This is an optimization exercise on Yosys and OpenROAD, whose aim is small area, not a production implementation.
At most, simulation tests tie the RTL to the original design; equivalence was not proved.
Function not checked in run 4: the RTL went through the layout flow alone.
The clock port is modelled as an ideal driver; clocking choices that lean on that would not hold on a real chip.
Power is estimated from default activity; no workload was simulated.

<file path="config.mk">
export PLATFORM = sky130hd
export DESIGN_NAME = mc3_engine
export DESIGN_NICKNAME = mc3_engine
export VERILOG_FILES = /design/flow/design.v
export SDC_FILE = /design/flow/constraint.sdc
export NUM_CORES = 4
export LEC_CHECK = 0
export CAP_MARGIN = 0
export CORE_MARGIN = 2
export CORE_UTILIZATION = 40
export SLEW_MARGIN = 0
</file>
<file path="constraint.sdc">
create_clock -name core_clock -period 8.0 [get_ports {clk}]
set_input_delay 1.6000 -clock core_clock [delete_from_list [all_inputs] [get_ports {clk}]]
set_output_delay 1.6000 -clock core_clock [all_outputs]
set_load 0.01 [all_outputs]
</file>
<file path="design.v">
module mc3_engine (
    input  wire        clk,
    input  wire        rst,           
    input  wire        start,         
    input  wire [15:0] prog_len,      
    output wire [15:0] prog_addr,
    input  wire [7:0]  prog_rdata,
    output reg         mem_en,
    output reg         mem_we,
    output wire [24:0] mem_addr,
    output wire [23:0] mem_wdata,
    input  wire [23:0] mem_rdata,
    output wire        done,
    output wire [1:0]  fault,
    output wire [15:0] pc,
    output wire [24:0] mem_len
);
    localparam [1:0] OC_LC = 2'd0, OC_LM = 2'd1, OC_ST = 2'd2, OC_SQ = 2'd3;
    localparam [1:0] S_IDLE = 2'd0, S_F1 = 2'd1, S_TR = 2'd2, S_EX = 2'd3;
    reg [24:0] q1, q2, q3;
    reg [15:0] pc_r;
    reg [24:0] mlen_r;
    reg [1:0]  fault_r;
    reg        done_r;
    reg        f0;            
    reg [1:0]  st;
    reg [1:0]  oc;
    reg [1:0]  ph;
    reg [4:0]  cnt;
    assign mem_addr = q1;
    assign done     = done_r;
    assign fault    = fault_r;
    assign pc       = pc_r;
    assign mem_len  = mlen_r;
    reg  [3:0] f;
    reg  [16:0] pa;
    reg         pa_ge;
    reg         pa_c;
    integer     i;
    always @(*) begin
        pa_c = 1'b0;
        for (i = 0; i < 16; i = i + 1) begin
            if (i < 4) begin
                pa[i] = pc_r[i] ^ f[i] ^ pa_c;
                pa_c  = (pc_r[i] & f[i]) | (pa_c & (pc_r[i] ^ f[i]));
            end else begin
                pa[i] = pc_r[i] ^ pa_c;
                pa_c  = pc_r[i] & pa_c;
            end
        end
        pa[16] = pa_c;
        pa_ge = 1'b1;
        for (i = 0; i < 16; i = i + 1)
            pa_ge = prog_len[i] ? (pa[i] & pa_ge) : (pa[i] | pa_ge);
        pa_ge = pa_ge | pa[16];
    end
    assign prog_addr = pa[15:0];
    wire mclr = f0 && (cnt[1:0] == 2'd2) && (ph == 2'd1);    
    wire load = (st == S_EX) && (cnt[4:2] == 3'd0) && (cnt[1:0] != 2'd3);
    always @(*) begin
        f = 4'd0;
        case (st)
            S_TR: case (oc)                   
                OC_LC: f = 4'd5;
                OC_ST: f = 4'd4;
                default: f = 4'd8;
            endcase
            S_EX: begin
                if (load) begin
                    case (ph)
                        2'd0: f = ((oc == OC_SQ) ? 4'd8 : 4'd5) - {2'd0, cnt[1:0]};
                        2'd1: f = 4'd8 - {2'd0, cnt[1:0]};
                        default: f = 4'd2 - {2'd0, cnt[1:0]};
                    endcase
                end else begin                  
                    case (oc)
                        OC_LC: f = 4'd6;
                        OC_ST: f = 4'd5;
                        default: f = 4'd9;
                    endcase
                end
            end
            default: f = 4'd0;
        endcase
    end
    reg       op_ok;
    reg [1:0] op_c;
    always @(*) begin
        op_ok = 1'b1;
        op_c  = OC_LC;
        case (prog_rdata)
            8'd28: op_c = OC_LC;
            8'd24: op_c = OC_LM;
            8'd17: op_c = OC_ST;
            8'd19: op_c = OC_SQ;
            default: op_ok = 1'b0;
        endcase
    end
    reg [1:0] sq_bits;
    always @(*) begin
        case (cnt[3:0])
            4'd3:  sq_bits = mem_rdata[23:22];
            4'd4:  sq_bits = mem_rdata[21:20];
            4'd5:  sq_bits = mem_rdata[19:18];
            4'd6:  sq_bits = mem_rdata[17:16];
            4'd7:  sq_bits = mem_rdata[15:14];
            4'd8:  sq_bits = mem_rdata[13:12];
            4'd9:  sq_bits = mem_rdata[11:10];
            4'd10: sq_bits = mem_rdata[9:8];
            4'd11: sq_bits = mem_rdata[7:6];
            4'd12: sq_bits = mem_rdata[5:4];
            4'd13: sq_bits = mem_rdata[3:2];
            default: sq_bits = mem_rdata[1:0];
        endcase
    end
    wire [13:0] sq_rem_sh = {q3[23:12], sq_bits};
    wire [13:0] sq_trial  = {q3[11:0], 2'b01};
    reg  [13:0] sq_diff;
    reg         sq_ge;
    integer     j;
    always @(*) begin
        sq_ge = 1'b1;
        for (j = 0; j < 14; j = j + 1) begin
            sq_diff[j] = sq_rem_sh[j] ^ ~sq_trial[j] ^ sq_ge;
            sq_ge      = (sq_rem_sh[j] & ~sq_trial[j]) | (sq_ge & (sq_rem_sh[j] ^ ~sq_trial[j]));
        end
    end
    wire [11:0] sq_rem_n  = sq_ge ? sq_diff[11:0] : sq_rem_sh[11:0];
    wire [24:0] sq_next   = {q3[24], sq_rem_n, q3[10:0], sq_ge};
    wire in_ex = (st == S_EX);
    wire k_end = &q1[23:0];       
    wire p0 = (ph == 2'd0), p1 = (ph == 2'd1), p2 = (ph == 2'd2);
    wire c3 = (cnt == 5'd3), c4 = (cnt == 5'd4), c5 = (cnt == 5'd5);
    wire c14 = (cnt == 5'd14), c15 = (cnt == 5'd15), c16 = (cnt == 5'd16);
    reg  acc_d1, acc_d2, acc_d3;
    reg  track, kinc, sqstep, fin, wsel_rd, wmask, hold;
    wire inc = acc_d2 | kinc;
    wire upd = acc_d3;
    always @(*) begin
        mem_en  = 1'b0;
        mem_we  = 1'b0;
        track   = 1'b1;
        kinc    = 1'b0;
        sqstep  = 1'b0;
        fin     = 1'b0;
        wsel_rd = 1'b0;
        wmask   = 1'b0;
        hold    = 1'b0;
        if (in_ex && !load) begin
            case (oc)
                OC_LC: begin
                    if (c3 && p1) begin mem_en = 1'b1; mem_we = 1'b1; end
                    if (c4 && p1) fin = 1'b1;
                end
                OC_ST: begin
                    if (c3 && p1) mem_en = 1'b1;
                    if (c3 && p2) begin mem_en = 1'b1; mem_we = 1'b1; wsel_rd = 1'b1; end
                    if (c4 && p2) fin = 1'b1;
                end
                OC_SQ: begin
                    if (c15) begin
                        if (p2) begin mem_en = 1'b1; mem_we = 1'b1; wmask = 1'b1; end
                    end else if (c16) begin
                        if (p2) fin = 1'b1;
                    end else begin
                        if (p1) begin mem_en = 1'b1; track = c14; end
                        if (p2) sqstep = 1'b1;
                    end
                end
                default: begin   
                    if (c3) begin
                        if (p2) begin fin = k_end; end
                    end else if (c4) begin
                        if (p0) mem_en = 1'b1;
                        if (p1) begin
                            mem_en = 1'b1; mem_we = 1'b1; wsel_rd = 1'b1; kinc = 1'b1;
                        end
                        if (p2) hold = !k_end;
                    end else begin
                        if (p1) fin = 1'b1;
                    end
                end
            endcase
        end
    end
    assign mem_wdata = wsel_rd ? mem_rdata : {q3[23:12] & {12{~wmask}}, q3[11:0]};
    wire       bmask = f0 || (ph == 2'd0 && cnt[1:0] == 2'd0) ||
                       (ph == 2'd1 && cnt[1:0] == 2'd0 && oc == OC_ST) ||
                       (ph == 2'd2 && oc == OC_SQ);
    wire       binv  = (ph == 2'd1) && (oc == OC_LM);
    wire [7:0] bval  = bmask ? 8'd0 : (prog_rdata ^ {8{binv}});
    reg [24:0] q_inc;
    reg        q_c;
    reg        m_gt;
    integer    k;
    always @(*) begin
        q_c = inc;
        for (k = 0; k < 25; k = k + 1) begin
            q_inc[k] = q3[k] ^ q_c;
            q_c      = q3[k] & q_c;
        end
        m_gt = 1'b0;
        for (k = 0; k < 25; k = k + 1)
            m_gt = mlen_r[k] ? (q1[k] & m_gt) : (q1[k] | m_gt);
    end
    always @(posedge clk) begin
        acc_d1 <= !rst && mem_en && track;
        acc_d2 <= !rst && acc_d1;
        acc_d3 <= !rst && acc_d2;
        if (load || f0)
            q1 <= {1'b0, q3[15:0], bval};
        else if (sqstep)
            q1 <= sq_next;
        else
            q1 <= q_inc;
        q2 <= q1;
        q3 <= q2;
    end
    always @(posedge clk) begin
        if (rst) begin
            st     <= S_IDLE;
            done_r <= 1'b0;
            f0     <= 1'b0;
        end else begin
            if (start && st == S_IDLE && !f0) begin
                pc_r    <= 16'd0;
                ph      <= 2'd0;
                cnt     <= 5'd0;
                fault_r <= 2'd0;
                done_r  <= 1'b0;
                f0      <= 1'b1;
            end else begin
                if ((upd && m_gt) || mclr)
                    mlen_r <= q1;
                if (f0) begin
                    ph  <= (ph == 2'd2) ? 2'd0 : ph + 2'd1;
                    if (ph == 2'd2)
                        cnt <= cnt + 5'd1;
                    if (mclr) begin
                        f0 <= 1'b0;
                        if (pa_ge) done_r <= 1'b1;
                        else       st <= S_F1;
                    end
                end else begin
                    case (st)
                        S_F1: begin
                            if (!op_ok) begin
                                fault_r <= 2'd1;
                                done_r  <= 1'b1;
                                st      <= S_IDLE;
                            end else begin
                                oc <= op_c;
                                st <= S_TR;
                            end
                        end
                        S_TR: begin
                            if (pa_ge) begin
                                fault_r <= 2'd2;
                                done_r  <= 1'b1;
                                st      <= S_IDLE;
                            end else begin
                                st  <= S_EX;
                                ph  <= 2'd0;
                                cnt <= 5'd0;
                            end
                        end
                        S_EX: begin
                            ph  <= (ph == 2'd2) ? 2'd0 : ph + 2'd1;
                            if (ph == 2'd2 && !hold)
                                cnt <= cnt + 5'd1;
                            if (fin) begin
                                pc_r <= pa[15:0];
                                if (pa_ge) begin
                                    done_r <= 1'b1;
                                    st     <= S_IDLE;
                                end else
                                    st <= S_F1;
                            end
                        end
                        default: ;
                    endcase
                end
            end
        end
    end
endmodule
</file>
<file path="flow/run.sh">
#!/bin/bash
# The standard layout (standard.sh) with three changes:
#  - synthesis maps the logic with an area-oriented ABC script (synth_area.tcl)
#  - port buffers use the smallest buffer cell
#  - the clock tree has no dummy balancing loads, clkbuf_4 leaves
set -euo pipefail
export FLOW_SYNTH_TCL="$PWD/synth_recipe.tcl"
export AREA_ABC_SCRIPT="$PWD/flow/area.abc"
bash standard.sh \
  "SYNTH_SCRIPT=$PWD/flow/synth_area.tcl" \
  "BUFFER_PORTS_ARGS=-buffer_cell sky130_fd_sc_hd__buf_1" \
  "CTS_ARGS=-sink_clustering_enable -repair_clock_nets -dont_use_dummy_load -buf_list sky130_fd_sc_hd__clkbuf_8" \
  finish > flow_standard.log 2>&1
</file>
<file path="flow/area.abc">
strash
ifraig
scorr
dc2
strash
&get -n
&deepsyn -J 200
&put
strash
&get -n
&dch -f
&nf -a
&put
mfs2
strash
&get -n
&dch -f
&nf -a
&put
topo
</file>
<file path="flow/synth_area.tcl">
# The standard synthesis (synth_recipe.tcl), except that the combinational
# logic is mapped with the area-oriented ABC script in area.abc instead of
# ORFS's speed script. Registers are untouched by ABC.
proc abc {args} {
  set out {}
  set skip 0
  foreach a $args {
    if {$skip} { set skip 0; continue }
    if {$a eq "-script"} { set skip 1; continue }
    lappend out $a
  }
  yosys abc -script $::env(AREA_ABC_SCRIPT) {*}$out
}
source $::env(FLOW_SYNTH_TCL)
</file>
<file path="standard.sh">
#!/bin/bash
# synth_recipe.tcl (not shown) runs the flow's synth.tcl, then flattens the netlist and writes it again
# the make line also repeats each setting of config.mk as NAME=value (left out here)
make -C /OpenROAD-flow-scripts/flow DESIGN_CONFIG=/design/flow/config.mk WORK_HOME=/design/flow/orfs CLKGATE_MAP_FILE= SYNTH_SCRIPT=/design/flow/synth_recipe.tcl "${@:-finish}"
</file>
==> impl_metrics.tcl, run 1 <==
set metrics [dict create \
    synth_area_leaders "dfxtp_1 (25%), edfxtp_1 (24%), ha_1 (10%)" \
    timing_worst_slew_pin_value_ps 1162 \
    synth_edf_count 52 \
    drt_iter0_drc 529 \
    postRouteAntennaNets 0 \
    drt-wirelength-per-cell_um 18.56 \
    post-cts-setup-buffers 0 \
    grt_pass1_vias 5498 \
    synth_top_cell_by_area "dfxtp_1" \
    critPathKind "reg2out" \
    htreeDepth 4 \
    skew_ps 25.46 \
    initial_core_util_pct 40.90 \
    status "no timing/DRC/antenna violations" \
    synth.yosys.seq_area_share_pct 49.48 \
    crit_fanout 10 \
    critPathMaxStageDelay_ps 530 \
    grt_pass1_wl_um 29700 \
    avgSynthCellArea_um2 10.48 \
    r2r-start "cnt[0]$_SDFFCE_PP0P_" \
    worstPathCellList "ha_1, o21ai_0, nor2_1, a21oi_1, o311ai_0, ha_1, clkinv_1, fa_1, fa_1, fa_1, clkinv_1, ha_1, ha_1, ha_1, ha_1, ha_1, ha_1, ha_1, ha_1, ha_1, ha_1, ha_1, ha_1, buf_1" \
    chipWidth_um 131.2 \
    synth_fp_nets 735 \
    gp_congestion 0.8898 \
    drc 0 \
    fin_ws_ps 787.3 \
    io_buffers 161 \
    dpl.hpwl_um 14590 \
    cts_buffer_depth 2 \
    drv_cap 0 \
    hold_violations 0 \
    rows 46 \
    post-place-ws_ps 712.9 \
    cts_resized 0 \
    synth_top_area_share_pct 25.36 \
    slowest_stage "ha_1" \
    diodes 0 \
    relSlewSlack_pct 22.52 \
    synthFlopType "dfxtp_1" \
    critical-path-top-delay-family "adder cells" \
    yosys_warnings 1 \
    grt_use_total_pct 22.23 \
    slew_viol_final 0 \
    dr.pass1.iters 5 \
    clkLatencyLatePin_ps 450 \
    cts_made_buffers 17 \
    arrival_ps 5610 \
    cp_common_cell "ha_1" \
    cts-root-buf "clkbuf_8" \
    required_ps 6400 \
    peakVddDrop_mv 0.09102 \
    ff2ff_path_depth 29 \
    crit_buf_inv 3 \
    rsz0062_at_grt "no" \
    core_area_mm2 0.01583 \
    antenna_found_initial 0 \
    p_seq_share_pct 57.4 \
    pwr-share-comb_pct 13.7 \
    p_int_w 0.001014 \
    via_per_inst 5.445 \
    cts.clk_slew.worst_paths_ps 60 \
    rrSetupSlack_ps 950 \
    hp-class "reg2reg" \
    min_to "q3[22]$_DFF_P_" \
    hold_buffers 0 \
    finalCritPeriodShare_pct 90.16 \
    dieArea_mm2 0.01722 \
    synth_cell_type_count 50 \
    setup_viol 0 \
    power_density_mw_per_mm2 182.2 \
    hold_start "q2[22]$_DFF_P_" \
    num-nets-final 921 \
    cp-end-kind "output pin" \
    synth-async-reset-ratio_pct 0 \
    drive_gt1_share_pct 2.993 \
    vias 5543 \
    grt_max_degree 28 \
    syn2layout_area_growth_pct 18.11 \
    syn_inst 618 \
    ios 162 \
    fillCellCount 1544 \
    r2r-end "cnt[4]$_SDFFCE_PP0P_" \
    hold_depth 0 \
    ys_ff_latch 134 \
    cp-start-kind "flop" \
    switching_share_pct 27.25 \
    p_leak_nw 2.907 \
    synthesis.area_mm2 0.006474 \
    max_freq_mhz 138.6 \
    cts.sinks 134 \
    power_frac_clock_pct 28.8 \
    grt_overflow_total 0 \
    min_period_ps 7213 \
    die_h_um 131.2 \
    power.switching_w 0.0003797 \
    routed_wl_um 18900 \
    fin_setup_tns_ps 0 \
    cts_tree "yes" \
]
-- cell type report --
class	instances	area (um^2)	share of cell area, %
Inverter	72	270.3	3.535
Timing Repair Buffer	167	649.4	8.493
Clock buffer	17	234.0	3.060
Multi-Input combinational cell	412	3019	39.49
Sequential cell	134	3203	41.89
Tap cell	216	270.3	3.535
-- layer usage --
layer / GRT usage [%] / up-vias / part of all wire, %
met4: 10.14 / 0 / 2.8
met2: 38.10 / 205 / 50
met5: 0 / - / 0
met1: 26.72 / 2673 / 42
met3: 4.938 / 32 / 5.7
li1: - / 2633 / -
-- cell usage after synthesis, drive strengths merged, types with 10 or more instances --
cell type and number:
dfxtp 82, clkinv 72, ha 53, nor2 53
edfxtp 52, nand2 52, o21ai 29, a21oi 25
o22ai 19, nor2b 17, a22o 14, fa 13
a22oi 10
-- layout by cell type (no fill, tap or decap), drive strengths merged, types with 3 or more instances in the layout --
cell and n:
fa 13, buf 167, o21ai 29, a221oi 3, a31oi 6, maj3 3
nor2 53, a21o 4, nand2b 6, nand2 52, a21oi 25, nand3 9
a222oi 8, ha 53, nor3 9, o2bb2ai 4, a22o 14, a211oi 6
mux2 9, clkbuf 17, a221o 8, edfxtp 52, nand4 7, and2 3
o21a 3, dfxtp 82, o221ai 6, nor4 3, clkinv 72, nor2b 17
and3 6, a22oi 10, o22ai 19
-- sequential cells by signal, indices dropped and copies added, names as in the netlist --
register,cells
done_r,1
ph,2
q3,25
st,2
pc_r,16
cnt,5
q1,25
q2,25
mlen_r,25
acc_d3,1
acc_d1,1
oc,2
f0,1
acc_d2,1
fault_r,2
-- through the flow --
| step | total power, W | util [%] | hold WS [ps] | cell area, um^2 | cells |
|---|---|---|---|---|---|
| after global routing | 0.001460 | 48.31 | 322.9 | 7646 | 1018 |
| after global placement | 0.001004 | 46.83 | 310.0 | 7412 | 1001 |
| final | 0.001393 | 48.31 | 317.2 | 7646 | 1018 |
| after floorplan | 0.0009159 | - | 309.6 | 6474 | 618 |
| after detailed placement | 0.001006 | 46.83 | 312.1 | 7412 | 1001 |
| after CTS | 0.001408 | 48.31 | 314.9 | 7646 | 1018 |
-- logic make-up (layout without fill, tap and decap cells) --
kind of cell	count (synthesis)	after routing	synth area share, %
flip-flops	134	134	49.48
AO/OA/AOI/OAI	161	161	17.47
AND/OR/NAND/NOR	169	169	12.02
XOR/XNOR	3	3	0.4059
adder cells (fa/ha/maj)	69	69	14.73
multiplexers	10	10	1.720
buffers and inverters	72	256	4.175
-- worst reg2reg max path: cells and delay by family (launching register included) --
| kind | cells | cell delay (ps) |
|---|---|---|
| simple gates | 3 | 850 |
| compound gates | 7 | 1550 |
| buf+inv | 2 | 120 |
| flops | 1 | 520 |
| fa+ha+maj | 17 | 3710 |
-- worst max-delay path by stage --
stage,from,cells after the start,endpoint
2_1_floorplan,mem_rdata[15],24,q1[19]$_DFF_P_
3_3_place_gp,mem_rdata[15],26,q1[20]$_DFF_P_
3_5_place_dp,mem_rdata[14],26,q1[20]$_DFF_P_
4_1_cts,ph[1]$_SDFFCE_PP0P_,23,prog_addr[15]
5_1_grt,cnt[0]$_SDFFCE_PP0P_,24,prog_addr[15]
6_report,cnt[0]$_SDFFCE_PP0P_,24,prog_addr[15]
-- power groups by stage --
| stage | Sequential, W | Combinational, W | Clock [W] |
|---|---|---|---|
| global route | 0.000806 | 0.000214 | 0.000440 |
| detailed placement | 0.000815 | 0.000191 | 0 |
| CTS | 0.000800 | 0.000192 | 0.000416 |
| global placement | 0.000815 | 0.000190 | 0 |
| floorplan | 0.000803 | 0.000113 | 0 |
| finish | 0.000800 | 0.000191 | 0.000402 |
==> run 2: changes to the inputs <==
--- a/config.mk
+++ b/config.mk
@@ -6,6 +6,7 @@
 export NUM_CORES = 4
 export LEC_CHECK = 0
-export CAP_MARGIN = 0
+export CAP_MARGIN = 20
 export CORE_MARGIN = 2
-export CORE_UTILIZATION = 40
-export SLEW_MARGIN = 0
+export CORE_UTILIZATION = 60
+export PLACE_DENSITY = 0.8
+export SLEW_MARGIN = 20
==> impl_metrics.tcl, run 2 <==
set metrics [dict create \
    syn2layout_area_growth_pct 16.52 \
    cts.clk_slew.worst_paths_ps 70 \
    finalCritPeriodShare_pct 94.12 \
    critPathMaxStageDelay_ps 700 \
    arrival_ps 7650 \
    grt_max_degree 28 \
    grtUsageMet2_pct 50.49 \
    post-cts-setup-buffers 0 \
    postPlaceCellArea_mm2 0.007305 \
    synth_top_cell_by_area "dfxtp_1" \
    via_per_inst 5.991 \
    cp-end-kind "flop" \
    rrSetupSlack_ps 470 \
    chipWidth_um 107.9 \
    use_met3_pct 7.930 \
    initial_core_util_pct 62.15 \
    drt-wirelength-per-cell_um 19.40 \
    avgSynthCellArea_um2 10.48 \
    synth_edf_count 52 \
    max_freq_mhz 132.8 \
    cts_made_buffers 17 \
    cts-root-buf "clkbuf_8" \
    power_density_mw_per_mm2 184.7 \
    grt_overflow_total 0 \
    routed_wl_um 18180 \
    synthesis.area_mm2 0.006474 \
    dr.pass1.iters 6 \
    gp_congestion 0.9943 \
    peakVddDrop_mv 0.1996 \
    synthFlopType "dfxtp_1" \
    final_common_cell "buf_1" \
    dieArea_mm2 0.01164 \
    grt_pass1_wl_um 28060 \
    ios 162 \
    fin_ws_ps 470.1 \
    synth.top_cells.by_count "dfxtp_1 (82), clkinv_1 (72), ha_1 (53), nor2_1 (53)" \
    final_cell_mix "buf_1 (161), dfxtp_1 (82), clkinv_1 (72), nor2_1 (53), ha_1 (53)" \
    skew_ps 35.84 \
    antenna_found_initial 0 \
    cts_buffer_depth 2 \
    dpl.hpwl_um 14050 \
    hold_violations 0 \
    cts.sinks 134 \
    core_area_mm2 0.01042 \
    yosysMostFrequentCell "dfxtp_1" \
    rsz0062_at_grt "no" \
    slew_viol_final 0 \
    hold_buffers 0 \
    slowest_stage "a211oi_1" \
    synth_cell_type_count 50 \
    required_ps 8120 \
    die_h_um 107.9 \
    cp_common_cell "ha_1" \
    grt_pass1_vias 5454 \
    r2r-start "cnt[0]$_SDFFCE_PP0P_" \
    crit_start "cnt[0]$_SDFFCE_PP0P_" \
    cp-start-kind "flop" \
    drv_cap 0 \
    r2r-end "cnt[3]$_SDFFCE_PP0P_" \
    synth_area_leaders "dfxtp_1 (25%), edfxtp_1 (24%), ha_1 (10%)" \
    drc 0 \
    io_buffers 161 \
    critPathKind "reg2reg" \
    drt_iter0_drc 593 \
    status "no timing/DRC/antenna violations" \
    met1_usage_pct 42.79 \
    synth.yosys.seq_area_share_pct 49.48 \
    min_period_ps 7530 \
    syn_inst 618 \
    synth_top_area_share_pct 25.36 \
    hp-class "reg2reg" \
    ff2ff_path_depth 28 \
    final_util_pct 72.42 \
    grt_use_total_pct 32.26 \
    postRouteAntennaNets 0 \
    fin_setup_tns_ps 0 \
    vias 5614 \
    diodes 0 \
    synth_fp_nets 735 \
    crit_fanout 10 \
    setup_viol 0 \
    htreeDepth 4 \
    ys_ff_latch 134 \
    timing_worst_slew_pin_value_ps 1085 \
    final_area_mm2 0.007543 \
    synth-async-reset-ratio_pct 0 \
    relSlewSlack_pct 27.37 \
    cts_tree "yes" \
    post-place-ws_ps 567.3 \
    clkLatencyLatePin_ps 450 \
    drive_gt1_share_pct 3.121 \
    yosys_warnings 1 \
    num-nets-final 920 \
    grt_busiest_layer "met2" \
    crit_end "cnt[3]$_SDFFCE_PP0P_" \
    p_leak_nw 2.902 \
    p_total_w 0.001393 \
    rows 37 \
    cts_resized 0 \
]
[run 2: changes by cell type in the layout (fill, tap and decap cells not counted), sizes merged]
cell,change
buf,-1
[run 2: how the worst min path moves through the flow]
stage	start	to	slack, ps	cells after the start
floorplan	q2[0]$_DFF_P_	q3[0]$_DFF_P_	310	0
global placement	q2[12]$_DFF_P_	q3[12]$_DFF_P_	310	0
detailed placement	q2[8]$_DFF_P_	q3[8]$_DFF_P_	310	0
CTS	q2[16]$_DFF_P_	q3[16]$_DFF_P_	310	0
global route	q2[16]$_DFF_P_	q3[16]$_DFF_P_	320	0
finish	q2[16]$_DFF_P_	q3[16]$_DFF_P_	320	0
[run 2: power by group]
part / total [W] / leakage, nW / switching (W) / internal (W)
Combinational: 0.000194 / 1.62 / 0.000117 / 0.0000766
Clock: 0.000399 / 0.122 / 0.000213 / 0.000186
Sequential: 0.000800 / 1.16 / 0.0000472 / 0.000753
[run 2: cell type report]
cell class | instances | area, um^2
clock buffer | 17 | 234.0
fill | 762 | 2873
inverter | 72 | 270.3
multi-input combinational | 412 | 3024
sequential | 134 | 3203
tap | 136 | 170.2
timing repair buffer | 166 | 641.9
[run 2: metal layers]
layer  vias up  share of wire [%]
li1       2630                  -
met1      2635                 42
met2       307                 46
met3        42                9.6
met5         -                  0
met4         0                2.9
[run 2: worst max-delay path, delay by kind of cell, from the launching register on]
| kind | cells | cell delay (ps) |
|---|---|---|
| AOI/OAI and AO/OA | 5 | 1720 |
| adders and majority gates | 17 | 3720 |
| DFF | 1 | 570 |
| and+or+nand+nor | 4 | 1060 |
| buffers and inverters | 2 | 140 |
[run 2: kinds of logic (layout without fill, tap and decap cells)]
| kind of cell | count (synthesis) | count (layout) | share of synthesized area (%) |
|---|---|---|---|
| mux | 10 | 10 | 1.720 |
| compound gates | 161 | 161 | 17.47 |
| flops | 134 | 134 | 49.48 |
| buf+inv | 72 | 255 | 4.175 |
| fa+ha+maj | 69 | 69 | 14.73 |
| xor+xnor | 3 | 3 | 0.4059 |
| simple gates | 169 | 169 | 12.02 |
[run 2: per-stage QoR]
step,cells,hold slack [ps]
after floorplan,618,309.6
after global placement,920,310.1
after detailed placement,920,312.1
after CTS,937,314.7
after global routing,937,323.6
final,937,317.9
==> run 3: changes to the inputs <==
--- a/flow/run.sh
+++ b/flow/run.sh
@@ -10,4 +10,4 @@
   "SYNTH_SCRIPT=$PWD/flow/synth_area.tcl" \
   "BUFFER_PORTS_ARGS=-buffer_cell sky130_fd_sc_hd__buf_1" \
-  "CTS_ARGS=-sink_clustering_enable -repair_clock_nets -dont_use_dummy_load -buf_list sky130_fd_sc_hd__clkbuf_8" \
+  "CTS_ARGS=-sink_clustering_enable -repair_clock_nets -dont_use_dummy_load -root_buf sky130_fd_sc_hd__clkbuf_16 -buf_list sky130_fd_sc_hd__clkbuf_4" \
   finish > flow_standard.log 2>&1
--- a/config.mk
+++ b/config.mk
@@ -8,5 +8,5 @@
 export CAP_MARGIN = 20
 export CORE_MARGIN = 2
-export CORE_UTILIZATION = 60
+export CORE_UTILIZATION = 40
 export PLACE_DENSITY = 0.8
 export SLEW_MARGIN = 20
==> impl_metrics.tcl, run 3 <==
set metrics [dict create \
    fin_ws_ps 781.8 \
    synth_area_leaders "dfxtp_1 (25%), edfxtp_1 (24%), ha_1 (10%)" \
    status "no timing/DRC/antenna violations" \
    synth_top_cell_by_area "dfxtp_1" \
    timing_worst_slew_pin_value_ps 1014 \
    via_per_inst 5.417 \
    synth-compound-area-share_pct 17.47 \
    synth_edf_count 52 \
    drive_gt1_share_pct 2.996 \
    synth-xor-area-share_pct 0.4059 \
    cts_buffer_depth 2 \
    critPathMaxStageDelay_ps 420 \
    postRouteAntennaNets 0 \
    use_met3_pct 4.900 \
    synth_cell_type_count 50 \
    relSlewSlack_pct 32.40 \
    ios 162 \
    routed_wl_um 17260 \
    power_density_mw_per_mm2 172.0 \
    postPlaceCellArea_mm2 0.007405 \
    synth_simple_gate_area_share_pct 12.02 \
    synth_fa_ha_area_share_pct 14.73 \
    io_buffers 161 \
    fin_setup_tns_ps 0 \
    yosys_warnings 1 \
    hold_violations 0 \
    instances_no_fill 1017 \
    slew_viol_final 0 \
    syn2layout_area_growth_pct 16.64 \
    hold_slack_ps 289.8 \
    dr.pass1.iters 7 \
    skew_ps 45.11 \
    grtUsageMet2_pct 32.31 \
    die_h_um 131.2 \
    post-place-ws_ps 547.9 \
    dpl.hpwl_um 13300 \
    critPathKind "in2reg" \
    drv_cap 0 \
    avgSynthCellArea_um2 10.48 \
    initial_core_util_pct 40.90 \
    diodes 0 \
    peakVddDrop_mv 0.08705 \
    dieArea_mm2 0.01722 \
    required_ps 8200 \
    p_seq_share_pct 61.5 \
    synthFlopType "dfxtp_1" \
    critical-path-top-delay-family "adder cells" \
    final_area_mm2 0.007551 \
    grt_overflow_total 0 \
    antenna_found_initial 0 \
    cts-root-buf "clkbuf_16" \
    grt_pass1_vias 5179 \
    core_area_mm2 0.01583 \
    post-cts-setup-buffers 0 \
    setup_viol 0 \
    cp-start-kind "input pin" \
    rows 46 \
    chipWidth_um 131.2 \
    dp_cells 1000 \
    synth_top_family_by_area "compound AO/OA/AOI/OAI gates" \
    syn_inst 618 \
    p_leak_nw 2.865 \
    grt_use_total_pct 20.14 \
    num-nets-final 920 \
    ys_ff_latch 134 \
    synthesis.area_mm2 0.006474 \
    yosysMostFrequentCell "dfxtp_1" \
    drt_iter0_drc 374 \
    finalCritPeriodShare_pct 90.23 \
    synth.yosys.seq_area_share_pct 49.48 \
    met1_usage_pct 26.15 \
    cts_resized 0 \
    cp_common_cell "fa_1" \
    synthMuxAreaShare_pct 1.720 \
    grt_max_degree 28 \
    grt_busiest_layer "met2" \
    cts.clk_slew.worst_paths_ps 120 \
    htreeDepth 4 \
    slowest_stage "fa_1" \
    pwr-share-comb_pct 14.3 \
    crit_buf_inv 3 \
    synth_fp_nets 735 \
    switching_share_pct 27.48 \
    grt_pass1_wl_um 27100 \
    min_period_ps 7218 \
    clkLatencyLatePin_ps 370 \
    hp-class "reg2reg" \
    cts_made_buffers 17 \
    p_int_w 0.0009419 \
    max_freq_mhz 138.5 \
    cp-end-kind "flop" \
    synth-async-reset-ratio_pct 0 \
    synth.top_cells.by_count "dfxtp_1 (82), clkinv_1 (72), ha_1 (53), nor2_1 (53)" \
    power_frac_clock_pct 24.1 \
    final_common_cell "buf_1" \
    vias 5509 \
    final_cell_mix "buf_1 (161), dfxtp_1 (82), clkinv_1 (72), nor2_1 (53), ha_1 (53)" \
    synth_top_area_share_pct 25.36 \
    cts_tree "yes" \
    drt-wirelength-per-cell_um 16.97 \
    cts.sinks 134 \
    power.switching_w 0.0003569 \
    crit_fanout 10 \
    hold_buffers 0 \
    arrival_ps 7420 \
    rsz0062_at_grt "no" \
    drc 0 \
    gp_congestion 0.8917 \
]
==> run 3: cell types whose count changed in the layout (fill, tap and decap cells not counted) <==
cell	previous run	this run
a21oi_1	24	25
a21oi_2	1	0
clkbuf_16	0	1
clkbuf_4	0	16
clkbuf_8	17	0
==> run 3: worst paths after layout <==
kind                                           start             end  cells past startpoint  slack [ps]
worst max-delay path                   mem_rdata[21]  q1[20]$_DFF_P_                     26         780
worst min-delay path                   q2[1]$_DFF_P_   q3[1]$_DFF_P_                      0         290
worst max register to register  cnt[0]$_SDFFCE_PP0P_  q1[20]$_DFF_P_                     27         870
worst min register to register         q2[1]$_DFF_P_   q3[1]$_DFF_P_                      0         290
==> run 3: stage by stage <==
stage / total power, W / util (%)
after floorplan: 0.0009159 / -
after global placement: 0.0009986 / 46.78
after detailed placement: 0.001001 / 46.78
after CTS: 0.001311 / 47.70
after global routing: 0.001364 / 47.71
final: 0.001299 / 47.71
==> run 3: kinds of logic after synthesis <==
logic type | after synthesis
compound gates | 161
xor+xnor | 3
fa+ha+maj | 69
buf+inv | 72
flops | 134
mux | 10
simple gates | 169
==> run 3: routing by layer <==
metal	routed length, um	vias to the layer above
met5	0	-
met4	396	0
li1	-	2638
met1	7618	2598
met3	1265	30
met2	7981	243
==> run 3: final cells by class <==
type / instances / area (um^2)
multi-input cells: 412 / 3020
repair buffers: 166 / 641.9
fillers: 1500 / 8277
clock buffers: 17 / 145.1
flip-flops and latches: 134 / 3203
inverters: 72 / 270.3
well taps: 216 / 270.3
==> run 3: power groups by stage <==
stage	combinational, W	clock [W]	sequential (W)
after floorplan	0.000113	0	0.000803
after global placement	0.000185	0	0.000814
after detailed placement	0.000186	0	0.000815
after CTS	0.000186	0.000325	0.000799
after global routing	0.000209	0.000349	0.000806
final	0.000186	0.000313	0.000799
==> run 4: changes to the inputs <==
--- a/design.v
+++ b/design.v
@@ -17,18 +17,17 @@
 );
     localparam [1:0] OC_LC = 2'd0, OC_LM = 2'd1, OC_ST = 2'd2, OC_SQ = 2'd3;
-    localparam [1:0] S_IDLE = 2'd0, S_F1 = 2'd1, S_TR = 2'd2, S_EX = 2'd3;
+    localparam [3:0] S_D0 = 4'b0000, S_D1 = 4'b0001, S_D2 = 4'b0010, S_RST = 4'b0011,
+                     S_F1 = 4'b0100, S_Z = 4'b0101;
     reg [24:0] q1, q2, q3;
     reg [15:0] pc_r;
     reg [24:0] mlen_r;
-    reg [1:0]  fault_r;
-    reg        done_r;
-    reg        f0;            
-    reg [1:0]  st;
-    reg [1:0]  oc;
+    reg [3:0]  st;
+    wire       f0 = (st == S_Z);    
+    wire [1:0] oc = st[1:0];
     reg [1:0]  ph;
     reg [4:0]  cnt;
     assign mem_addr = q1;
-    assign done     = done_r;
-    assign fault    = fault_r;
+    assign done     = !st[3] && !st[2] && !(st[1] && st[0]);
+    assign fault    = st[1:0];
     assign pc       = pc_r;
     assign mem_len  = mlen_r;
@@ -57,14 +56,16 @@
     assign prog_addr = pa[15:0];
     wire mclr = f0 && (cnt[1:0] == 2'd2) && (ph == 2'd1);    
-    wire load = (st == S_EX) && (cnt[4:2] == 3'd0) && (cnt[1:0] != 2'd3);
+    wire in_tr = (st[3:2] == 2'b10);
+    wire in_ex = (st[3:2] == 2'b11);
+    wire load = in_ex && (cnt[4:2] == 3'd0) && (cnt[1:0] != 2'd3);
     always @(*) begin
         f = 4'd0;
-        case (st)
-            S_TR: case (oc)                   
+        if (in_tr)
+            case (oc)                         
                 OC_LC: f = 4'd5;
                 OC_ST: f = 4'd4;
                 default: f = 4'd8;
             endcase
-            S_EX: begin
+        else if (in_ex) begin
                 if (load) begin
                     case (ph)
@@ -80,7 +81,5 @@
                     endcase
                 end
-            end
-            default: f = 4'd0;
-        endcase
+        end
     end
     reg       op_ok;
@@ -128,5 +127,4 @@
     wire [11:0] sq_rem_n  = sq_ge ? sq_diff[11:0] : sq_rem_sh[11:0];
     wire [24:0] sq_next   = {q3[24], sq_rem_n, q3[10:0], sq_ge};
-    wire in_ex = (st == S_EX);
     wire k_end = &q1[23:0];       
     wire p0 = (ph == 2'd0), p1 = (ph == 2'd1), p2 = (ph == 2'd2);
@@ -219,66 +217,33 @@
     always @(posedge clk) begin
         if (rst) begin
-            st     <= S_IDLE;
-            done_r <= 1'b0;
-            f0     <= 1'b0;
+            st <= S_RST;
         end else begin
-            if (start && st == S_IDLE && !f0) begin
-                pc_r    <= 16'd0;
-                ph      <= 2'd0;
-                cnt     <= 5'd0;
-                fault_r <= 2'd0;
-                done_r  <= 1'b0;
-                f0      <= 1'b1;
-            end else begin
-                if ((upd && m_gt) || mclr)
-                    mlen_r <= q1;
-                if (f0) begin
-                    ph  <= (ph == 2'd2) ? 2'd0 : ph + 2'd1;
-                    if (ph == 2'd2)
-                        cnt <= cnt + 5'd1;
-                    if (mclr) begin
-                        f0 <= 1'b0;
-                        if (pa_ge) done_r <= 1'b1;
-                        else       st <= S_F1;
-                    end
-                end else begin
-                    case (st)
-                        S_F1: begin
-                            if (!op_ok) begin
-                                fault_r <= 2'd1;
-                                done_r  <= 1'b1;
-                                st      <= S_IDLE;
-                            end else begin
-                                oc <= op_c;
-                                st <= S_TR;
-                            end
-                        end
-                        S_TR: begin
-                            if (pa_ge) begin
-                                fault_r <= 2'd2;
-                                done_r  <= 1'b1;
-                                st      <= S_IDLE;
-                            end else begin
-                                st  <= S_EX;
-                                ph  <= 2'd0;
-                                cnt <= 5'd0;
-                            end
-                        end
-                        S_EX: begin
-                            ph  <= (ph == 2'd2) ? 2'd0 : ph + 2'd1;
-                            if (ph == 2'd2 && !hold)
-                                cnt <= cnt + 5'd1;
-                            if (fin) begin
-                                pc_r <= pa[15:0];
-                                if (pa_ge) begin
-                                    done_r <= 1'b1;
-                                    st     <= S_IDLE;
-                                end else
-                                    st <= S_F1;
-                            end
-                        end
-                        default: ;
-                    endcase
-                end
+            if ((upd && m_gt) || mclr)
+                mlen_r <= q1;
+            if (in_tr) begin
+                ph  <= 2'd0;
+                cnt <= 5'd0;
+                st  <= pa_ge ? S_D2 : {2'b11, oc};
+            end else if (in_ex) begin
+                ph  <= (ph == 2'd2) ? 2'd0 : ph + 2'd1;
+                if (ph == 2'd2 && !hold)
+                    cnt <= cnt + 5'd1;
+                if (fin) begin
+                    pc_r <= pa[15:0];
+                    st   <= pa_ge ? S_D0 : S_F1;
+                end
+            end else if (st == S_Z) begin
+                ph  <= (ph == 2'd2) ? 2'd0 : ph + 2'd1;
+                if (ph == 2'd2)
+                    cnt <= cnt + 5'd1;
+                if (mclr)
+                    st <= pa_ge ? S_D0 : S_F1;
+            end else if (st == S_F1) begin
+                st <= op_ok ? {2'b10, op_c} : S_D1;
+            end else if (start) begin         
+                pc_r <= 16'd0;
+                ph   <= 2'd0;
+                cnt  <= 5'd0;
+                st   <= S_Z;
             end
         end
--- a/flow/run.sh
+++ b/flow/run.sh
@@ -10,4 +10,4 @@
   "SYNTH_SCRIPT=$PWD/flow/synth_area.tcl" \
   "BUFFER_PORTS_ARGS=-buffer_cell sky130_fd_sc_hd__buf_1" \
-  "CTS_ARGS=-sink_clustering_enable -repair_clock_nets -dont_use_dummy_load -root_buf sky130_fd_sc_hd__clkbuf_16 -buf_list sky130_fd_sc_hd__clkbuf_4" \
+  "CTS_ARGS=-sink_clustering_enable -repair_clock_nets -dont_use_dummy_load -buf_list sky130_fd_sc_hd__clkbuf_8" \
   finish > flow_standard.log 2>&1
--- a/flow/area.abc
+++ b/flow/area.abc
@@ -5,5 +5,5 @@
 strash
 &get -n
-&deepsyn -J 200
+&deepsyn -J 1000
 &put
 strash
--- a/config.mk
+++ b/config.mk
@@ -9,4 +9,3 @@
 export CORE_MARGIN = 2
 export CORE_UTILIZATION = 40
-export PLACE_DENSITY = 0.8
 export SLEW_MARGIN = 20
==> impl_metrics.tcl, run 4 <==
set metrics [dict create \
    status "no timing/DRC/antenna violations" \
    synth.top_cells.by_count "dfxtp_1 (82), clkinv_1 (60), nor2_1 (59)" \
    core_area_mm2 0.01520 \
    drv_cap 0 \
    setup_viol 0 \
    grt_max_degree 28 \
    power_frac_clock_pct 25.3 \
    arrival_ps 5830 \
    cp-end-kind "output pin" \
    dpl.hpwl_um 13870 \
    rsz0062_at_grt "no" \
    grt_overflow_total 0 \
    relSlewSlack_pct 30.19 \
    hold_violations 0 \
    htreeDepth 4 \
    r2r-start "cnt[0]$_SDFFCE_PP0P_" \
    drive_gt1_share_pct 3.069 \
    p_seq_share_pct 55.6 \
    timing_worst_slew_pin_value_ps 1036 \
    routed_wl_um 18220 \
    min_period_ps 7434 \
    power_density_mw_per_mm2 214.0 \
    p_int_w 0.001085 \
    gp_congestion 0.9229 \
    synthesis.area_mm2 0.006236 \
    initial_core_util_pct 41.02 \
    avgSynthCellArea_um2 10.39 \
    final_cell_mix "buf_1 (161), dfxtp_1 (82), clkinv_1 (60), nor2_1 (59)" \
    final_common_cell "buf_1" \
    required_ps 6400 \
    vias 5368 \
    dr.pass1.iters 4 \
    yosysMostFrequentCell "dfxtp_1" \
    synth_top_area_share_pct 26.32 \
    peakVddDrop_mv 0.09914 \
    cts-root-buf "clkbuf_8" \
    ff2ff_path_depth 23 \
    io_buffers 161 \
    hold_buffers 0 \
    r2r-end "q1[17]$_DFF_P_" \
    synthFlopType "dfxtp_1" \
    cts_resized 0 \
    drt-wirelength-per-cell_um 18.78 \
    slew_viol_final 0 \
    synth_edf_count 48 \
    crit_start "cnt[2]$_SDFFCE_PP0P_" \
    syn_inst 600 \
    drc 0 \
    fin_setup_tns_ps 0 \
    chipWidth_um 128.9 \
    drt_iter0_drc 343 \
    cts_tree "yes" \
    post-cts-setup-buffers 0 \
    synth_top_cell_by_area "dfxtp_1" \
    cts_made_buffers 17 \
    max_freq_mhz 134.5 \
    fillCellCount 1500 \
    synth_cell_type_count 47 \
    finalCritPeriodShare_pct 92.93 \
    power.switching_w 0.0004862 \
    dieArea_mm2 0.01660 \
    rrSetupSlack_ps 910 \
    crit_end "prog_addr[15]" \
    ios 162 \
    ys_ff_latch 130 \
    switching_share_pct 30.94 \
    grt_pass1_wl_um 28320 \
    synth_fp_nets 712 \
    pwr-share-comb_pct 19.1 \
    syn2layout_area_growth_pct 17.76 \
    num-nets-final 896 \
    cp-start-kind "flop" \
    hp-class "reg2reg" \
    grt_use_total_pct 22.40 \
    p_leak_nw 2.733 \
    die_h_um 128.9 \
    crit_fanout 12 \
    synth.yosys.seq_area_share_pct 49.44 \
    grt_pass1_vias 5355 \
    critPathKind "reg2out" \
    instances_no_fill 970 \
    synth_area_leaders "dfxtp_1 (26%), edfxtp_1 (23%), ha_1 (9.6%)" \
    rows 45 \
    via_per_inst 5.534 \
    cts.sinks 130 \
    cts_buffer_depth 2 \
    diodes 0 \
    dp_cells 953 \
    skew_ps 34.55 \
    antenna_found_initial 0 \
    hold_slack_ps 311.5 \
    cts.clk_slew.worst_paths_ps 80 \
    synth-async-reset-ratio_pct 0 \
    clkLatencyLatePin_ps 450 \
    postRouteAntennaNets 0 \
    yosys_warnings 1 \
]
==> run 4: layout make-up <==
cell class	instances	area [um^2]	share of cell area, %
sequential	130	3083	41.98
multi-input combinational	408	2917	39.72
timing repair buffer	167	649.4	8.843
tap	188	235.2	3.203
clock buffer	17	234.0	3.186
inverter	60	225.2	3.067
==> run 4: worst max-delay path: stages, from the launching register on <==
cell	delay (ps)
edfxtp_1	620
nor2_1	320
nand2_1	210
nor2_1	210
nor2_1	180
mux2i_1	200
o311ai_0	150
ha_1	210
clkinv_1	50
fa_1	160
fa_1	170
clkinv_1	70
fa_1	360
ha_1	190
ha_1	180
ha_1	190
ha_1	180
ha_1	180
ha_1	180
ha_1	180
ha_1	190
ha_1	190
ha_1	190
ha_1	180
ha_1	300
buf_1	150
==> run 4: metal layers <==
layer	track usage, %	routed length [um]	up-vias
li1	-	-	2584
met1	30.84	8483	2560
met2	33.96	8161	199
met3	5.364	1182	25
met4	9.271	391	0
met5	0	0	-
==> run 4: worst min path at each step <==
| stage | startpoint | to | slack, ps | cells after the start |
|---|---|---|---|---|
| after floorplan | q2[0]$_DFF_P_ | q3[0]$_DFF_P_ | 310 | 0 |
| after CTS | q2[8]$_DFF_P_ | q3[8]$_DFF_P_ | 310 | 0 |
| after global routing | q2[8]$_DFF_P_ | q3[8]$_DFF_P_ | 320 | 0 |
| final | q2[7]$_DFF_P_ | q3[7]$_DFF_P_ | 310 | 0 |
| after global placement | q2[2]$_DFF_P_ | q3[2]$_DFF_P_ | 310 | 0 |
| after detailed placement | q2[20]$_DFF_P_ | q3[20]$_DFF_P_ | 310 | 0 |
==> run 4: through the flow <==
stage	total power, W	instance area, um^2	utilization, %	worst slack, ps
final	0.001571	7343	48.30	566.0
after global routing	0.001660	7343	48.30	223.1
after CTS	0.001585	7343	48.30	547.6
after detailed placement	0.001188	7109	46.77	613.3
after global placement	0.001181	7109	46.77	726.5
after floorplan	0.001041	6236	-	1124
==> run 4: power by group through the flow <==
stage / Clock (W) / Sequential, W / Combinational (W)
6_report: 0.000397 / 0.000874 / 0.000300
5_1_grt: 0.000439 / 0.000884 / 0.000338
3_5_place_dp: 0 / 0.000888 / 0.000300
2_1_floorplan: 0 / 0.000860 / 0.000181
3_3_place_gp: 0 / 0.000885 / 0.000296
4_1_cts: 0.000410 / 0.000874 / 0.000301
==> run 4: kinds of logic (layout without fill, tap and decap cells) <==
family | count (synthesis) | count (layout) | synth area share (%)
and+or+nand+nor | 182 | 182 | 13.50
DFF | 130 | 130 | 49.44
buffers and inverters | 62 | 244 | 3.852
AOI/OAI and AO/OA | 151 | 151 | 17.03
xor gates and xnor gates | 3 | 3 | 0.4214
adders and majority gates | 62 | 62 | 13.96
muxes | 10 | 10 | 1.786
==> run 5: changes to the inputs <==
--- a/design.v
+++ b/design.v
@@ -68,17 +68,17 @@
             endcase
         else if (in_ex) begin
-                if (load) begin
-                    case (ph)
-                        2'd0: f = ((oc == OC_SQ) ? 4'd8 : 4'd5) - {2'd0, cnt[1:0]};
-                        2'd1: f = 4'd8 - {2'd0, cnt[1:0]};
-                        default: f = 4'd2 - {2'd0, cnt[1:0]};
-                    endcase
-                end else begin                  
-                    case (oc)
-                        OC_LC: f = 4'd6;
-                        OC_ST: f = 4'd5;
-                        default: f = 4'd9;
-                    endcase
-                end
+            if (load) begin
+                case (ph)
+                    2'd0: f = ((oc == OC_SQ) ? 4'd8 : 4'd5) - {2'd0, cnt[1:0]};
+                    2'd1: f = 4'd8 - {2'd0, cnt[1:0]};
+                    default: f = 4'd2 - {2'd0, cnt[1:0]};
+                endcase
+            end else begin                  
+                case (oc)
+                    OC_LC: f = 4'd6;
+                    OC_ST: f = 4'd5;
+                    default: f = 4'd9;
+                endcase
+            end
         end
     end
--- a/config.mk
+++ b/config.mk
@@ -8,4 +8,5 @@
 export CAP_MARGIN = 20
 export CORE_MARGIN = 2
-export CORE_UTILIZATION = 40
+export CORE_UTILIZATION = 65
+export PLACE_DENSITY = 0.85
 export SLEW_MARGIN = 20
==> impl_metrics.tcl, run 5 <==
set metrics [dict create \
    synth_top_area_share_pct 26.32 \
    antenna_found_initial 0 \
    syn2layout_area_growth_pct 16.45 \
    synthFlopType "dfxtp_1" \
    cts_resized 0 \
    synthesis.area_mm2 0.006236 \
    dpl.hpwl_um 13050 \
    min_to "q3[20]$_DFF_P_" \
    drv_cap 0 \
    yosys_warnings 1 \
    htreeDepth 4 \
    final_common_cell "buf_1" \
    synth_cell_type_count 47 \
    die_h_um 102.0 \
    p_total_w 0.001569 \
    initial_core_util_pct 67.17 \
    grt_pass1_vias 5137 \
    critical-path-top-delay-family "adder cells" \
    synth-async-reset-ratio_pct 0 \
    rsz0062_at_grt "no" \
    chipWidth_um 102.0 \
    crit_fanout 12 \
    grt_pass1_wl_um 26500 \
    syn_inst 600 \
    timing_worst_slew_pin_value_ps 1100 \
    pwr-share-comb_pct 18.9 \
    relSlewSlack_pct 26.49 \
    ff2ff_path_depth 25 \
    p_int_w 0.001084 \
    drt_iter0_drc 531 \
    cp-end-kind "output pin" \
    r2r-end "q1[22]$_DFF_P_" \
    clkLatencyLatePin_ps 440 \
    cts_made_buffers 17 \
    p_seq_share_pct 55.8 \
    slowest_stage "edfxtp_1" \
    cts.clk_slew.worst_paths_ps 80 \
    fin_ws_ps 470.1 \
    via_per_inst 6.124 \
    grt_use_total_pct 34.00 \
    core_area_mm2 0.009284 \
    synth_area_leaders "dfxtp_1 (26%), edfxtp_1 (23%), ha_1 (9.6%)" \
    ys_ff_latch 130 \
    max_freq_mhz 132.8 \
    hold_violations 0 \
    num-nets-final 895 \
    dieArea_mm2 0.01039 \
    rrSetupSlack_ps 960 \
    synth.yosys.seq_area_share_pct 49.44 \
    hp-class "reg2reg" \
    io_buffers 161 \
    grt_max_degree 28 \
    power_density_mw_per_mm2 216.1 \
    critPathKind "reg2out" \
    final_cell_mix "buf_1 (161), dfxtp_1 (82), clkinv_1 (60), nor2_1 (59)" \
    cts_tree "yes" \
    cts_buffer_depth 2 \
    setup_viol 0 \
    routed_wl_um 17470 \
    dr.pass1.iters 7 \
    ios 162 \
    r2r-start "cnt[0]$_SDFFCE_PP0P_" \
    power_frac_clock_pct 25.4 \
    arrival_ps 5930 \
    postRouteAntennaNets 0 \
    grt_overflow_total 0 \
    slew_viol_final 0 \
    diodes 0 \
    critPathMaxStageDelay_ps 630 \
    peakVddDrop_mv 0.1598 \
    drc 0 \
    drt-wirelength-per-cell_um 19.20 \
    post-cts-setup-buffers 0 \
    gp_congestion 0.9344 \
    skew_ps 37.59 \
    cts-root-buf "clkbuf_8" \
    yosysMostFrequentCell "dfxtp_1" \
    hold_depth 0 \
    finalCritPeriodShare_pct 94.12 \
    synth.top_cells.by_count "dfxtp_1 (82), clkinv_1 (60), nor2_1 (59)" \
    status "no timing/DRC/antenna violations" \
    fin_setup_tns_ps 0 \
    cp_common_cell "ha_1" \
    min_period_ps 7530 \
    rows 35 \
    vias 5573 \
    power.switching_w 0.0004851 \
    synth_top_cell_by_area "dfxtp_1" \
    crit_buf_inv 3 \
    synth_edf_count 48 \
    post-place-ws_ps 519.1 \
    hold_buffers 0 \
    p_leak_nw 2.728 \
    drive_gt1_share_pct 2.945 \
    required_ps 6400 \
    cp-start-kind "flop" \
    avgSynthCellArea_um2 10.39 \
    synth_fp_nets 712 \
    hold_start "q2[20]$_DFF_P_" \
    switching_share_pct 30.91 \
    cts.sinks 130 \
]
==> run 5: power by group through the flow <==
stage | logic [W] | clock network, W | registers (W)
2_1_floorplan | 0.000181 | 0 | 0.000860
3_3_place_gp | 0.000285 | 0 | 0.000880
3_5_place_dp | 0.000292 | 0 | 0.000885
4_1_cts | 0.000295 | 0.000400 | 0.000871
5_1_grt | 0.000332 | 0.000425 | 0.000882
6_report | 0.000297 | 0.000398 | 0.000875
==> run 5: area by class of cell <==
class                      count  area [um^2]
timing repair buffer         166        641.9
sequential                   130         3083
clock buffer                  17        234.0
inverter                      60        225.2
tap                          129        161.4
multi-input combinational    408         2917
fill                         660         2022
==> run 5: worst register-to-register path: stages (launching register included) <==
cell	delay, ps
edfxtp_1	500
ha_1	590
a222oi_1	230
nand3_1	110
o21ai_0	130
o21ai_0	170
o21ai_0	180
ha_1	250
fa_1	380
fa_1	390
fa_1	390
fa_1	420
fa_1	400
fa_1	400
fa_1	400
fa_1	390
fa_1	370
clkinv_1	60
fa_1	150
a21o_1	100
a21oi_1	110
nor2_1	330
buf_4	250
nand2_1	60
o21ai_0	80
nor2_1	50
==> run 5: kinds of logic after synthesis <==
kind of cell,after synthesis,synth area share (%)
fa+ha+maj,62,13.96
simple gates,182,13.50
buf+inv,62,3.852
flops,130,49.44
mux,10,1.786
xor+xnor,3,0.4214
compound gates,151,17.03
==> run 5: how the worst max path moves through the flow <==
stage                               startpoint             end  slack (ps)  cells after the start
final                     cnt[2]$_SDFFCE_PP0P_   prog_addr[15]         470                     25
after global routing      cnt[2]$_SDFFCE_PP0P_   prog_addr[15]         130                     25
after CTS                 cnt[2]$_SDFFCE_PP0P_   prog_addr[15]         490                     25
after detailed placement         mem_rdata[14]  q1[22]$_DFF_P_         520                     25
after global placement           mem_rdata[14]  q1[22]$_DFF_P_         700                     25
after floorplan                  mem_rdata[14]  q1[12]$_DFF_P_        1120                     23
==> run 5: per-layer routing <==
metal  vias to the layer above  GRT usage [%]  routed length, um
met5                         -              0                  0
met4                         0          12.21                416
met3                        30          6.088               1451
met2                       287          53.54               8122
met1                      2667          47.69               7483
li1                       2589              -                  -
==> run 5: through the flow <==
step / util, % / hold slack, ps / instances / area (um^2)
finish: 78.22 / 292.8 / 910 / 7262
global route: 78.22 / 300.1 / 910 / 7262
CTS: 78.22 / 294.4 / 910 / 7262
detailed placement: 75.70 / 312.8 / 893 / 7028
global placement: 75.70 / 310.2 / 893 / 7028
floorplan: - / 309.6 / 600 / 6236
==> run 6: changes to the inputs <==
--- a/config.mk
+++ b/config.mk
@@ -8,5 +8,4 @@
 export CAP_MARGIN = 20
 export CORE_MARGIN = 2
-export CORE_UTILIZATION = 65
-export PLACE_DENSITY = 0.85
+export CORE_UTILIZATION = 40
 export SLEW_MARGIN = 20
==> impl_metrics.tcl, run 6 <==
set metrics [dict create \
    cts_buffer_depth 2 \
    r2r-start "cnt[0]$_SDFFCE_PP0P_" \
    critPathMaxStageDelay_ps 620 \
    syn2layout_area_growth_pct 17.76 \
    dpl.hpwl_um 13870 \
    rows 45 \
    drt_iter0_drc 343 \
    cts-root-buf "clkbuf_8" \
    via_per_inst 5.534 \
    grt_pass1_wl_um 28320 \
    grtUsageMet2_pct 33.96 \
    synth_top_area_share_pct 26.32 \
    finalCritPeriodShare_pct 92.93 \
    critPathKind "reg2out" \
    synth_cell_type_count 47 \
    clkLatencyLatePin_ps 450 \
    post-cts-setup-buffers 0 \
    chipWidth_um 128.9 \
    gp_congestion 0.9229 \
    cts_tree "yes" \
    crit_fanout 12 \
    rrSetupSlack_ps 910 \
    setup_viol 0 \
    rsz0062_at_grt "no" \
    hold_violations 0 \
    min_period_ps 7434 \
    num-nets-final 896 \
    required_ps 6400 \
    min_to "q3[7]$_DFF_P_" \
    status "no timing/DRC/antenna violations" \
    final_common_cell "buf_1" \
    cts_resized 0 \
    synth_top_cell_by_area "dfxtp_1" \
    hold_depth 0 \
    p_leak_nw 2.733 \
    io_buffers 161 \
    final_util_pct 48.30 \
    cp-end-kind "output pin" \
    synth.yosys.seq_area_share_pct 49.44 \
    drive_gt1_share_pct 3.069 \
    use_met3_pct 5.364 \
    postRouteAntennaNets 0 \
    grt_use_total_pct 22.40 \
    synth-async-reset-ratio_pct 0 \
    synth.top_cells.by_count "dfxtp_1 (82), clkinv_1 (60), nor2_1 (59)" \
    drv_cap 0 \
    synthesis.area_mm2 0.006236 \
    fin_setup_tns_ps 0 \
    vias 5368 \
    cp_common_cell "ha_1" \
    skew_ps 34.55 \
    max_freq_mhz 134.5 \
    dieArea_mm2 0.01660 \
    drt-wirelength-per-cell_um 18.78 \
    grt_overflow_total 0 \
    yosys_warnings 1 \
    synth_fp_nets 712 \
    peakVddDrop_mv 0.09914 \
    grt_max_degree 28 \
    syn_inst 600 \
    drc 0 \
    grt_busiest_layer "met2" \
    ys_ff_latch 130 \
    ios 162 \
    hp-class "reg2reg" \
    hold_start "q2[7]$_DFF_P_" \
    met1_usage_pct 30.84 \
    timing_worst_slew_pin_value_ps 1036 \
    routed_wl_um 18220 \
    ff2ff_path_depth 23 \
    cts_made_buffers 17 \
    r2r-end "q1[17]$_DFF_P_" \
    synth_edf_count 48 \
    die_h_um 128.9 \
    hold_buffers 0 \
    arrival_ps 5830 \
    initial_core_util_pct 41.02 \
    synthFlopType "dfxtp_1" \
    relSlewSlack_pct 30.19 \
    cts.clk_slew.worst_paths_ps 80 \
    htreeDepth 4 \
    avgSynthCellArea_um2 10.39 \
    power_density_mw_per_mm2 214.0 \
    yosysMostFrequentCell "dfxtp_1" \
    slowest_stage "edfxtp_1" \
    cts.sinks 130 \
    cp-start-kind "flop" \
    antenna_found_initial 0 \
    core_area_mm2 0.01520 \
    grt_pass1_vias 5355 \
    slew_viol_final 0 \
    diodes 0 \
    synth_area_leaders "dfxtp_1 (26%), edfxtp_1 (23%), ha_1 (9.6%)" \
    dr.pass1.iters 4 \
    fillCellCount 1500 \
    final_cell_mix "buf_1 (161), dfxtp_1 (82), clkinv_1 (60), nor2_1 (59)" \
]
run 6: cell counts after synthesis:
No cell type changed its count.
run 6: per-layer routing:
metal / part of all wire, % / up-vias / wire length (um)
li1: - / 2584 / -
met1: 47 / 2560 / 8483
met2: 45 / 199 / 8161
met3: 6.5 / 25 / 1182
met4: 2.1 / 0 / 391
met5: 0 / - / 0
run 6: metrics by stage:
step / hold slack [ps] / area [um^2] / worst slack (ps) / total power (W) / std cells
5_1_grt: 316.4 / 7343 / 223.1 / 0.001660 / 970
3_5_place_dp: 312.1 / 7109 / 613.3 / 0.001188 / 953
2_1_floorplan: 309.6 / 6236 / 1124 / 0.001041 / 600
3_3_place_gp: 310.1 / 7109 / 726.5 / 0.001181 / 953
4_1_cts: 314.3 / 7343 / 547.6 / 0.001585 / 970
6_report: 311.5 / 7343 / 566.0 / 0.001571 / 970
run 6: logic make-up (layout without fill, tap and decap cells):
kind of cell               after synthesis  in the layout  share of synthesized area (%)
buffers and inverters                   62            244                          3.852
adders and majority gates               62             62                          13.96
DFF                                    130            130                          49.44
AOI/OAI and AO/OA                      151            151                          17.03
and+or+nand+nor                        182            182                          13.50
xor gates and xnor gates                 3              3                         0.4214
muxes                                   10             10                          1.786
run 6: layout make-up:
class	count	area [um^2]	area share, %
Clock buffer	17	234.0	3.186
Sequential cell	130	3083	41.98
Multi-Input combinational cell	408	2917	39.72
Timing Repair Buffer	167	649.4	8.843
Tap cell	188	235.2	3.203
Inverter	60	225.2	3.067
run 6: worst max-delay path by stage:
stage | start | end | slack, ps | cells after the start
floorplan | mem_rdata[14] | q1[12]$_DFF_P_ | 1120 | 23
global placement | mem_rdata[16] | q1[17]$_DFF_P_ | 730 | 23
detailed placement | mem_rdata[16] | q1[18]$_DFF_P_ | 610 | 23
CTS | cnt[2]$_SDFFCE_PP0P_ | prog_addr[15] | 550 | 25
global route | cnt[2]$_SDFFCE_PP0P_ | prog_addr[15] | 220 | 25
finish | cnt[2]$_SDFFCE_PP0P_ | prog_addr[15] | 570 | 25
run 6: critical path, delay by kind of cell (launching register included):
kind / cells / cell delay, ps
adder cells (fa/ha/maj): 16 / 3230
AND/OR/NAND/NOR: 4 / 920
flip-flops: 1 / 620
buffers and inverters: 3 / 270
multiplexers: 1 / 200
AO/OA/AOI/OAI: 1 / 150
run 6: power breakdown:
| group | total, W | internal [W] | switching (W) | leakage (nW) |
|---|---|---|---|---|
| logic | 0.000300 | 0.000126 | 0.000174 | 1.48 |
| clock network | 0.000397 | 0.000186 | 0.000211 | 0.122 |
| registers | 0.000874 | 0.000773 | 0.000101 | 1.13 |
| total | 0.00157 | 0.00109 | 0.000486 | 2.73 |
==> run 7: changes to the inputs <==
==> flow/run.sh (replaced) <==
#!/bin/bash
# The standard layout (standard.sh) with three changes:
#  - synthesis maps the logic with an area-oriented ABC script (synth_area.tcl)
#  - port buffers use the smallest buffer cell
#  - the clock tree has no dummy balancing loads, clkbuf_4 leaves, and
#    leaves with more than 8 sinks upsized to clkbuf_8 (post_cts.tcl)
set -euo pipefail
export FLOW_SYNTH_TCL="$PWD/synth_recipe.tcl"
export AREA_ABC_SCRIPT="$PWD/flow/area.abc"
export CTS_UPSIZE_FANOUT=8
bash standard.sh \
  "SYNTH_SCRIPT=$PWD/flow/synth_area.tcl" \
  "BUFFER_PORTS_ARGS=-buffer_cell sky130_fd_sc_hd__buf_1" \
  "CTS_ARGS=-sink_clustering_enable -repair_clock_nets -dont_use_dummy_load -root_buf sky130_fd_sc_hd__clkbuf_16 -buf_list sky130_fd_sc_hd__clkbuf_4" \
  "POST_CTS_TCL=$PWD/flow/post_cts.tcl" \
  finish > flow_standard.log 2>&1
==> flow/post_cts.tcl (new file) <==
# Upsize the clock-tree leaf buffers that drive the most sinks (clkbuf_4 ->
# clkbuf_8), so that their flip-flops' clock slew stays well under the limit,
# then legalise the placement again.
set block [ord::get_db_block]
set n 0
foreach inst [$block getInsts] {
  if {[[$inst getMaster] getName] ne "sky130_fd_sc_hd__clkbuf_4"} { continue }
  set fo 0
  foreach it [$inst getITerms] {
    if {[$it isOutputSignal] || [[$it getMTerm] getName] eq "X"} {
      set net [$it getNet]
      if {$net ne "NULL"} { set fo [expr {[llength [$net getITerms]] - 1}] }
    }
  }
  if {$fo > $::env(CTS_UPSIZE_FANOUT)} {
    replace_cell [$inst getName] sky130_fd_sc_hd__clkbuf_8
    incr n
  }
}
puts "post_cts: upsized $n clock buffers"
detailed_placement
check_placement -verbose
==> impl_metrics.tcl, run 7 <==
set metrics [dict create \
    status "no timing/DRC/antenna violations" \
    dieArea_mm2 0.01660 \
    drc 0 \
    slowest_stage "edfxtp_1" \
    cp_common_cell "ha_1" \
    critPathMaxStageDelay_ps 630 \
    hold_slack_ps 309.6 \
    relSlewSlack_pct 26.45 \
    yosys_warnings 1 \
    timing_worst_slew_pin_value_ps 1092 \
    antenna_found_initial 0 \
    via_per_inst 5.529 \
    avgSynthCellArea_um2 10.39 \
    grt_pass1_vias 5352 \
    required_ps 6400 \
    num-nets-final 896 \
    fin_setup_tns_ps 0 \
    synth.yosys.seq_area_share_pct 49.44 \
    p_leak_nw 2.712 \
    grt_max_degree 28 \
    synth_fp_nets 712 \
    ios 162 \
    grt_pass1_wl_um 28190 \
    rsz0062_at_grt "no" \
    dr.pass1.iters 5 \
    cp-start-kind "flop" \
    syn_inst 600 \
    finalCritPeriodShare_pct 92.00 \
    die_h_um 128.9 \
    drt-wirelength-per-cell_um 18.70 \
    io_buffers 161 \
    slew_viol_final 0 \
    synth.top_cells.by_count "dfxtp_1 (82), clkinv_1 (60), nor2_1 (59)" \
    postRouteAntennaNets 0 \
    ys_ff_latch 130 \
    drive_gt1_share_pct 3.069 \
    vias 5363 \
    gp_congestion 0.9229 \
    core_area_mm2 0.01520 \
    synth_top_area_share_pct 26.32 \
    power_density_mw_per_mm2 208.9 \
    synth_top_cell_by_area "dfxtp_1" \
    chipWidth_um 128.9 \
    final_cell_mix "buf_1 (161), dfxtp_1 (82), clkinv_1 (60), nor2_1 (59)" \
    drt_iter0_drc 339 \
    critical-path-top-delay-family "adder cells" \
    routed_wl_um 18140 \
    wl_met3_um 1112 \
    max_freq_mhz 135.9 \
    grt_use_total_pct 22.21 \
    final_common_cell "buf_1" \
    cts.sinks 130 \
    cts_tree "yes" \
    grt_overflow_total 0 \
    synth-async-reset-ratio_pct 0 \
    synthesis.area_mm2 0.006236 \
    drv_cap 0 \
    rows 45 \
    crit_buf_inv 3 \
    yosysMostFrequentCell "dfxtp_1" \
    arrival_ps 5760 \
    initial_core_util_pct 41.02 \
    critPathKind "reg2out" \
    skew_ps 38.19 \
    hold_violations 0 \
    diodes 0 \
    synth_area_leaders "dfxtp_1 (26%), edfxtp_1 (23%), ha_1 (9.6%)" \
    syn2layout_area_growth_pct 16.93 \
    hp-class "reg2reg" \
    synthFlopType "dfxtp_1" \
    synth_edf_count 48 \
    synth_cell_type_count 47 \
    setup_viol 0 \
    wl_met1_um 8473 \
    top_layer "met4" \
    dpl.hpwl_um 13870 \
    clkLatencyLatePin_ps 370 \
    peakVddDrop_mv 0.09469 \
    cp-end-kind "output pin" \
    min_period_ps 7360 \
    crit_fanout 12 \
    fillCellCount 1519 \
    wl_met2_um 8175 \
    cts.clk_slew.worst_paths_ps 90 \
]
==> run 7: changes by cell type in the layout (fill, tap and decap cells not counted) <==
| cell | delta |
|---|---|
| clkbuf_8 | -11 |
| clkbuf_4 | +10 |
| clkbuf_16 | +1 |
==> run 7: cell type report <==
| cell class | count | area (um^2) | area share (%) |
|---|---|---|---|
| flip-flops and latches | 130 | 3083 | 42.28 |
| repair buffers | 167 | 649.4 | 8.905 |
| inverters | 60 | 225.2 | 3.089 |
| well taps | 188 | 235.2 | 3.226 |
| multi-input cells | 408 | 2917 | 40.00 |
| clock buffers | 17 | 182.7 | 2.505 |
==> run 7: per-layer routing <==
layer / track usage (%) / vias to the layer above
li1: - / 2580
met1: 30.42 / 2568
met2: 33.92 / 189
met3: 4.782 / 26
met4: 9.847 / 0
met5: 0 / -
==> run 7: through the flow <==
step                      cells  setup WS, ps  total power, W  utilization [%]  instance area (um^2)
final                       970         640.0        0.001523            47.97                  7292
after global routing        970         293.4        0.001609            47.97                  7292
after detailed placement    953         613.3        0.001188            46.77                  7109
after global placement      953         726.5        0.001181            46.77                  7109
after floorplan             600          1124        0.001041                -                  6236
==> run 7: kinds of logic (layout without fill, tap and decap cells) <==
family,after synthesis,count (layout),share of synthesized area (%)
and+or+nand+nor,182,182,13.50
AOI/OAI and AO/OA,151,151,17.03
DFF,130,130,49.44
adders and majority gates,62,62,13.96
buffers and inverters,62,244,3.852
muxes,10,10,1.786
xor gates and xnor gates,3,3,0.4214
==> run 7: final timing paths <==
check	startpoint	to	depth (start not counted)	slack (ps)
max	cnt[2]$_SDFFCE_PP0P_	prog_addr[15]	25	640
min	q2[7]$_DFF_P_	q3[7]$_DFF_P_	0	310
max reg2reg	cnt[0]$_SDFFCE_PP0P_	q1[18]$_DFF_P_	23	920
min reg2reg	q2[7]$_DFF_P_	q3[7]$_DFF_P_	0	310
==> run 7: report_power, final <==
part	leakage [nW]	internal (W)	switching [W]	total (W)
Combinational	1.48	0.000126	0.000174	0.000300
Sequential	1.13	0.000772	0.000101	0.000873
Clock	0.101	0.000148	0.000202	0.000350
Total	2.71	0.00105	0.000477	0.00152

Setup slack of run 7, layout unchanged: 0.640 ns with ideal ports, 0.600 ns with driving cells assumed (clock clkbuf_16, inputs buf_2), 0.465 ns with port delays also shifted by the 0.389 ns mid clock arrival.
